Source: an optimization exercise on an open RTL-to-GDS flow (aim: small area, a short achievable clock period and few clock cycles). Production flows keep margins and buffers that such runs may drop. In this exercise RTL edits were held to simulation tests only and were not proved equivalent to the original. Power and IR drop assume default switching activity.

**flow/config.mk**
```make
export PLATFORM = sky130hd
export DESIGN_NAME = cas_core
export DESIGN_NICKNAME = cas_core
export VERILOG_FILES = /design/flow/design.v
export SDC_FILE = /design/flow/constraint.sdc
export NUM_CORES = 4
export LEC_CHECK = 0
export ABC_AREA = 1
export CAP_MARGIN = 20
export CORE_MARGIN = 2
export CORE_UTILIZATION = 40
export PLACE_DENSITY = 0.6
export SLEW_MARGIN = 20
```
**flow/constraint.sdc**
```tcl
create_clock -name core_clock -period 10.0 [get_ports {clk}]
set_input_delay 2.0000 -clock core_clock [delete_from_list [all_inputs] [get_ports {clk}]]
set_output_delay 2.0000 -clock core_clock [all_outputs]
set_load 0.01 [all_outputs]
```
**flow/design.v**
```verilog
module cas_core (
    input  wire       clk,
    input  wire       rst,        
    input  wire       run,        
    input  wire [7:0] in_dev,     
    input  wire       ld_en,      
    input  wire [7:0] ld_addr,
    input  wire [7:0] ld_data,
    output reg        retire,     
    output reg        halted,
    output wire [7:0] pc,
    output wire [7:0] r0,
    output wire [7:0] r1,
    output wire [7:0] r2,
    output wire [7:0] r3,
    output wire       carry
);
    reg [1023:0] mem_e;
    reg [1023:0] mem_o;
    wire [7:0] wdata = rst ? 8'd0 : ld_data;
    genvar g;
    generate
        for (g = 0; g < 128; g = g + 1) begin : wr
            wire we_e = rst | (ld_en & (ld_addr == 2 * g));
            wire we_o = rst | (ld_en & (ld_addr == 2 * g + 1));
            always @(posedge clk) begin
                if (we_e) mem_e[8*g +: 8] <= wdata;
                if (we_o) mem_o[8*g +: 8] <= wdata;
            end
        end
    endgenerate
    reg  [7:0] ra;
    wire [7:0]  lo_o = 8'd1  << ra[3:1];
    wire [15:0] hi_o = 16'd1 << ra[7:4];
    wire [7:0]  lo_e = ra[0] ? {lo_o[6:0], lo_o[7]} : lo_o;
    wire        cy_e = ra[0] & (&ra[3:1]);
    wire [15:0] hi_e = cy_e ? {hi_o[14:0], hi_o[15]} : hi_o;
    reg [7:0] out_e, out_o;
    integer k;
    always @(*) begin
        out_e = 8'd0;
        out_o = 8'd0;
        for (k = 0; k < 128; k = k + 1) begin
            out_e = out_e | ({8{hi_e[k >> 3] & lo_e[k & 7]}} & mem_e[8*k +: 8]);
            out_o = out_o | ({8{hi_o[k >> 3] & lo_o[k & 7]}} & mem_o[8*k +: 8]);
        end
    end
    wire [7:0] b0 = ra[0] ? out_o : out_e;    
    wire [7:0] b1 = ra[0] ? out_e : out_o;    
    localparam [1:0] PF = 2'd0;    
    localparam [1:0] PI = 2'd1;    
    localparam [1:0] PD = 2'd2;    
    reg [1:0] ph;
    reg [7:0] pc_q, ir, dr1, dr2;
    reg [7:0] gpr0, gpr1, gpr2, gpr3;
    reg       c;
    assign pc    = pc_q;
    assign r0    = gpr0;
    assign r1    = gpr1;
    assign r2    = gpr2;
    assign r3    = gpr3;
    assign carry = c;
    wire tick = run & ~halted;
    wire [7:0] op = (ph == PF) ? b0 : ir;
    wire [1:0] rs = op[3:2];
    wire [1:0] rd = op[1:0];
    reg [7:0] rs_v, rd_v;
    always @(*) begin
        case (rs)
            2'd0: rs_v = gpr0;
            2'd1: rs_v = gpr1;
            2'd2: rs_v = gpr2;
            default: rs_v = gpr3;
        endcase
        case (rd)
            2'd0: rd_v = gpr0;
            2'd1: rd_v = gpr1;
            2'd2: rd_v = gpr2;
            default: rd_v = gpr3;
        endcase
    end
    wire [7:0] pc1 = pc_q + 8'd1;
    wire [7:0] pc2 = pc_q + 8'd2;
    reg [7:0] ea;
    always @(*) begin
        case (op[3:2])
            2'd2:    ea = gpr2 + b1;
            2'd3:    ea = pc2 + b1;
            default: ea = b1;
        endcase
    end
    wire [7:0] add_a = (op[7:4] == 4'h9) ? rs_v : dr1;
    wire [7:0] add_b = (op[7:4] == 4'hB) ? dr2  : rd_v;
    wire [8:0] sum   = {1'b0, add_a} + {1'b0, add_b} + {8'd0, c};
    reg  [1:0] ph_n;
    reg  [7:0] ra_n, pc_n, ir_n, dr1_n, dr2_n;
    reg        c_n, halt_n, ret_n, wr_r;
    reg  [7:0] wr_v;
    reg  [7:0] jt;
    always @(*) begin
        ph_n   = PF;
        ra_n   = ra;
        pc_n   = pc_q;
        ir_n   = ir;
        dr1_n  = dr1;
        dr2_n  = dr2;
        c_n    = c;
        halt_n = 1'b0;
        ret_n  = 1'b0;
        wr_r   = 1'b0;
        wr_v   = sum[7:0];
        jt     = pc_q;
        case (ph)
            PF: begin
                ir_n = b0;
                if (op[7:6] == 2'b00) begin
                    dr2_n = b1;
                    if (op[3:2] == 2'b01) begin
                        ph_n = PI;
                        ra_n = b1;
                        pc_n = pc2;
                    end else begin
                        dr1_n = ea;
                        if (op[5:4] == 2'b11) begin
                            jt    = c ? ea : pc2;
                            pc_n  = jt;
                            ra_n  = jt;
                            ret_n = 1'b1;
                        end else begin
                            ph_n = PD;
                            pc_n = pc2;
                            ra_n = ea;
                        end
                    end
                end else begin
                    pc_n  = pc1;
                    ra_n  = pc1;
                    ret_n = 1'b1;
                    case (op[7:4])
                        4'h4: begin wr_r = 1'b1; wr_v = in_dev; end
                        4'h5, 4'h6: halt_n = 1'b1;
                        4'h7, 4'h8: begin wr_r = 1'b1; wr_v = rs_v; end
                        4'h9: begin
                            dr1_n = rs_v;
                            dr2_n = rd_v;
                            wr_r  = 1'b1;
                            c_n   = sum[8];
                        end
                        4'hA: begin
                            dr2_n = rd_v;
                            wr_r  = 1'b1;
                            c_n   = sum[8];
                        end
                        4'hB: begin
                            wr_r = 1'b1;
                            c_n  = sum[8];
                        end
                        default: begin
                            wr_r = 1'b1;
                            wr_v = {rd_v[6:0], c};
                            c_n  = rd_v[7];
                        end
                    endcase
                end
            end
            PI: begin
                dr1_n = b0;
                if (ir[5:4] == 2'b11) begin
                    jt    = c ? b0 : pc_q;
                    pc_n  = jt;
                    ra_n  = jt;
                    ret_n = 1'b1;
                end else begin
                    ph_n = PD;
                    ra_n = b0;
                end
            end
            default: begin
                wr_r  = 1'b1;
                wr_v  = b0;
                ra_n  = pc_q;
                ret_n = 1'b1;
            end
        endcase
    end
    always @(posedge clk) begin
        if (rst) begin
            ph     <= PF;
            ra     <= 8'd0;
            pc_q   <= 8'd0;
            ir     <= 8'd0;
            dr1    <= 8'd0;
            dr2    <= 8'd0;
            c      <= 1'b0;
            gpr0   <= 8'd0;
            gpr1   <= 8'd0;
            gpr2   <= 8'd0;
            gpr3   <= 8'd0;
            halted <= 1'b0;
            retire <= 1'b0;
        end else begin
            retire <= tick & ret_n;
            if (tick) begin
                ph   <= ph_n;
                ra   <= ra_n;
                pc_q <= pc_n;
                ir   <= ir_n;
                dr1  <= dr1_n;
                dr2  <= dr2_n;
                c    <= c_n;
                if (halt_n) halted <= 1'b1;
                if (wr_r) begin
                    case (rd)
                        2'd0: gpr0 <= wr_v;
                        2'd1: gpr1 <= wr_v;
                        2'd2: gpr2 <= wr_v;
                        default: gpr3 <= wr_v;
                    endcase
                end
            end
        end
    end
endmodule
```
**flow/run.sh**
```bash
#!/bin/bash
# synth_recipe.tcl (not shown) runs the flow's synth.tcl, then flattens the netlist and writes it again
# the make line also repeats each setting of config.mk as NAME=value (left out here)
make -C /OpenROAD-flow-scripts/flow DESIGN_CONFIG=/design/flow/config.mk WORK_HOME=/design/flow/orfs CLKGATE_MAP_FILE= SYNTH_SCRIPT=/design/flow/synth_recipe.tcl finish
```
==> flow_summary.toml <==
[yosys]
synth-main-ff-cell = "edfxtp_1"
yosysTopAreaCellShare = 0.713
yosys_register_bits = 2125
synth_fp_nets = 7161
synth_edf_count = 2048
postSynthCellCount = 7114
yosysSeqAreaShare = 0.731
ys_warn_count = 1
synthesis.area_mm2 = 0.0862
avgSynthCellArea_um2 = 12.1
yosys-top-cells-area = "edfxtp_1, nand2_1, nor2_1"
yosysTopAreaCell = "edfxtp_1"
synth_cell_types = 61
postSynth.asyncResetShare = 0

[cts]
cts.htree.levels = 4
cts_inserted_buffers = 217
clock_tree.root_cell = "clkbuf_16"
cts_setup_buffers = 0
ctsHoldBuffers = 0
path_clk_slew_ns = 0.06
cts_resized = 0
worstSkewPairLatency_ns = 0.89
clockBufferDepth = 3
cts.sinks = 2125
tritoncts = "yes"

[detailed_routing]
post_drt_via_cell_ratio = 6.12
wl_per_cell_um = 36.5
route.vias.total = 65500
top_layer_used = "met5"
final_antenna_net_count = 0
met3_length_um = 52600
wl_um = 391000
drc = 0
met2_length_um = 166000
met1_length_um = 138000
drt-initial-drc-count = 12300
dr.pass1.iters = 7

[critical_path]
worst_ep_arrival_time_ns = 9.90
cp-start-kind = "register"
path_class = "register to register"
cp.required_ns = 10.77
crit_fanout = 14
max_stage_delay_ns = 0.84
critPathSlowestCell = "nand4_1"
cp-end-kind = "register"
cp_common_cell = "nand2_1"

[job]
drv_cap = 0

[pwr]
p_per_area_mw_per_mm2 = 246
p_total_mw = 24.7
peakVddDrop_v = 0.000218
leakagePower_nw = 37.6

[grt]
grt_usage = 0.352
grt_max_degree = 198
grt_pass1_wl_um = 521000
grt_overflow = 0
grt_pass1_vias = 60600
antenna_found_initial = 35

[sta]
finalSetupViolCount = 0
finClkSkew_ns = 0.0904
worstMarginPinSlew_ns = 1.26
rsz0062_at_grt = "no"
whs_ns = 0.485
fin_crit_sh = 0.913
fmax_ghz = 0.109
final-max-slew-violation-count = 0
finalHoldViolCount = 0
fin_tns_setup_ns = 0
max-slew-margin-rel = 0.148
period_needed_ns = 9.13

[layout]
area_delta_synth_final_pct = 16.4
layout.cells.non_filler = 10700
final_common_cell = "nand2_1"
fin_util = 0.468
layout.nets = 7716
final_cell_mix = "nand2_1, edfxtp_1, nor2_1, inv_1, buf_4"
drive_above_1_share = 0.116
fill_cells = 19300

[outcome]
outcome = "complete, no violations"

[floorplan]
placement_rows = 170
coreArea_mm2 = 0.214
initial_utilization = 0.402
fp.dieH_um = 468
die_w_um = 468
die_area_mm2 = 0.219
io_pins = 71

[worst_hold_path]
hp-class = "register to register"

[placed_design]
dp_hpwl_um = 275000
place_congestion = 1.08
portBuffers = 70
placed_cells = 10300
[final cells by class]
cell class	instances	area, um2	area share
flip-flops and latches	2125	63000	0.628
multi-input cells	4372	20900	0.208
clock buffers	281	5740	0.0572
repair buffers	494	3960	0.0395
well taps	2838	3550	0.0354
inverters	459	1730	0.0172
clock inverters	119	1400	0.0139
diodes	17	42.5	0.000424
[state kept, by name, summed over array words and instances (netlist names), 2 cells and up]
signal and cells:
mem_o 1024, gpr3 8, pc_q 8, dr2 8, gpr0 8, dr1 8, ir 8, gpr1 8
mem_e 1024, ra 8, ph 2, gpr2 8
[report_power, final]
group	leakage (nW)	internal (mW)	total, mW	switching (mW)
sequential	20.4	10.6	10.9	0.321
clock	3.43	4.63	8.27	3.63
combinational	13.8	1.27	5.46	4.19
[worst paths after layout]
kind | cells past startpoint | end | slack (ns) | startpoint
max | 31 | gpr3[6] | 0.87 | ra[6]
min | 2 | halted | 0.48 | halted
max reg2reg | 31 | gpr3[6] | 0.87 | ra[6]
min reg2reg | 2 | halted | 0.48 | halted
[cells in the mapped netlist, types with 10 or more instances]
| master | number |
|---|---|
| nand4_1 | 231 |
| xor2_1 | 12 |
| a221oi_1 | 85 |
| o31ai_1 | 10 |
| o2111ai_1 | 27 |
| nor2_1 | 594 |
| dfxtp_1 | 77 |
| a211oi_1 | 26 |
| nand2_2 | 16 |
| inv_1 | 417 |
| nand3_2 | 12 |
| buf_6 | 10 |
| and3_1 | 15 |
| o21ai_0 | 346 |
| edfxtp_1 | 2048 |
| inv_2 | 40 |
| o211ai_1 | 13 |
| a21oi_1 | 141 |
| a22oi_1 | 103 |
| o2bb2ai_1 | 13 |
| a22o_1 | 102 |
| nand2_1 | 2170 |
| buf_4 | 17 |
| nor2_2 | 38 |
| nor3_1 | 18 |
| ha_1 | 16 |
| buf_2 | 42 |
| nand3_1 | 260 |
| o21ai_1 | 20 |
| clkbuf_1 | 80 |
[worst max-delay path, delay by kind of cell, from the launching register on]
kind                       cells  cell delay [ns]
buffers and inverters          5             0.75
AOI/OAI and AO/OA              5             1.23
and+or+nand+nor               18             5.23
adders and majority gates      2             0.94
DFF                            1             0.68
xor gates and xnor gates       1             0.17
[metal layers]
layer,GRT usage,vias up
li1,-,26500
met1,0.450,32100
met2,0.511,5645
met3,0.100,1274
met4,0.255,32
met5,0.000659,-
[cell families (layout without fill, tap and decap cells)]
group / after synthesis / count (layout) / share of synthesized area
AO/OA/AOI/OAI: 923 / 923 / 0.0692
other: 0 / 17 / 0
adder cells (fa/ha/maj): 19 / 19 / 0.00302
flip-flops: 2125 / 2125 / 0.731
XOR/XNOR: 20 / 20 / 0.00203
AND/OR/NAND/NOR: 3410 / 3410 / 0.166
buffers and inverters: 617 / 1353 / 0.0291
[metrics by stage]
step	setup WS (ns)	cell area, um2
global route	0.534	100000
global placement	1.23	93000
finish	0.867	100000
detailed placement	1.21	93100
floorplan	0.266	86200
CTS	1.20	100000
Testbench counts, summed over its fixed seeds: cycles 38,636.

what the ideal ports hide:
Ports are ideal in the flow. The routed layout listed here was re-timed in OpenROAD. Step 1 assumes that a clkbuf_16 drives the clock port and a buf_2 every other input. Step 2 times the ports against the registers' clock, not the clock port: input delays grow and output delays shrink by t, the midpoint of the rising clock arrivals with the driver on. a / b / c = ideal / step 1 / step 2; a / b = the first two.
t, ns: 0.961
setup slack, ns: 0.867 / 0.867 / 0.867
worst slew at a driven data input, ns: 0.16
pins driven straight from the clock port: 1
After both steps this run still meets setup and hold. The setup slack of this run moves by 0.000 ns with the drivers and by 0.000 ns with both steps.
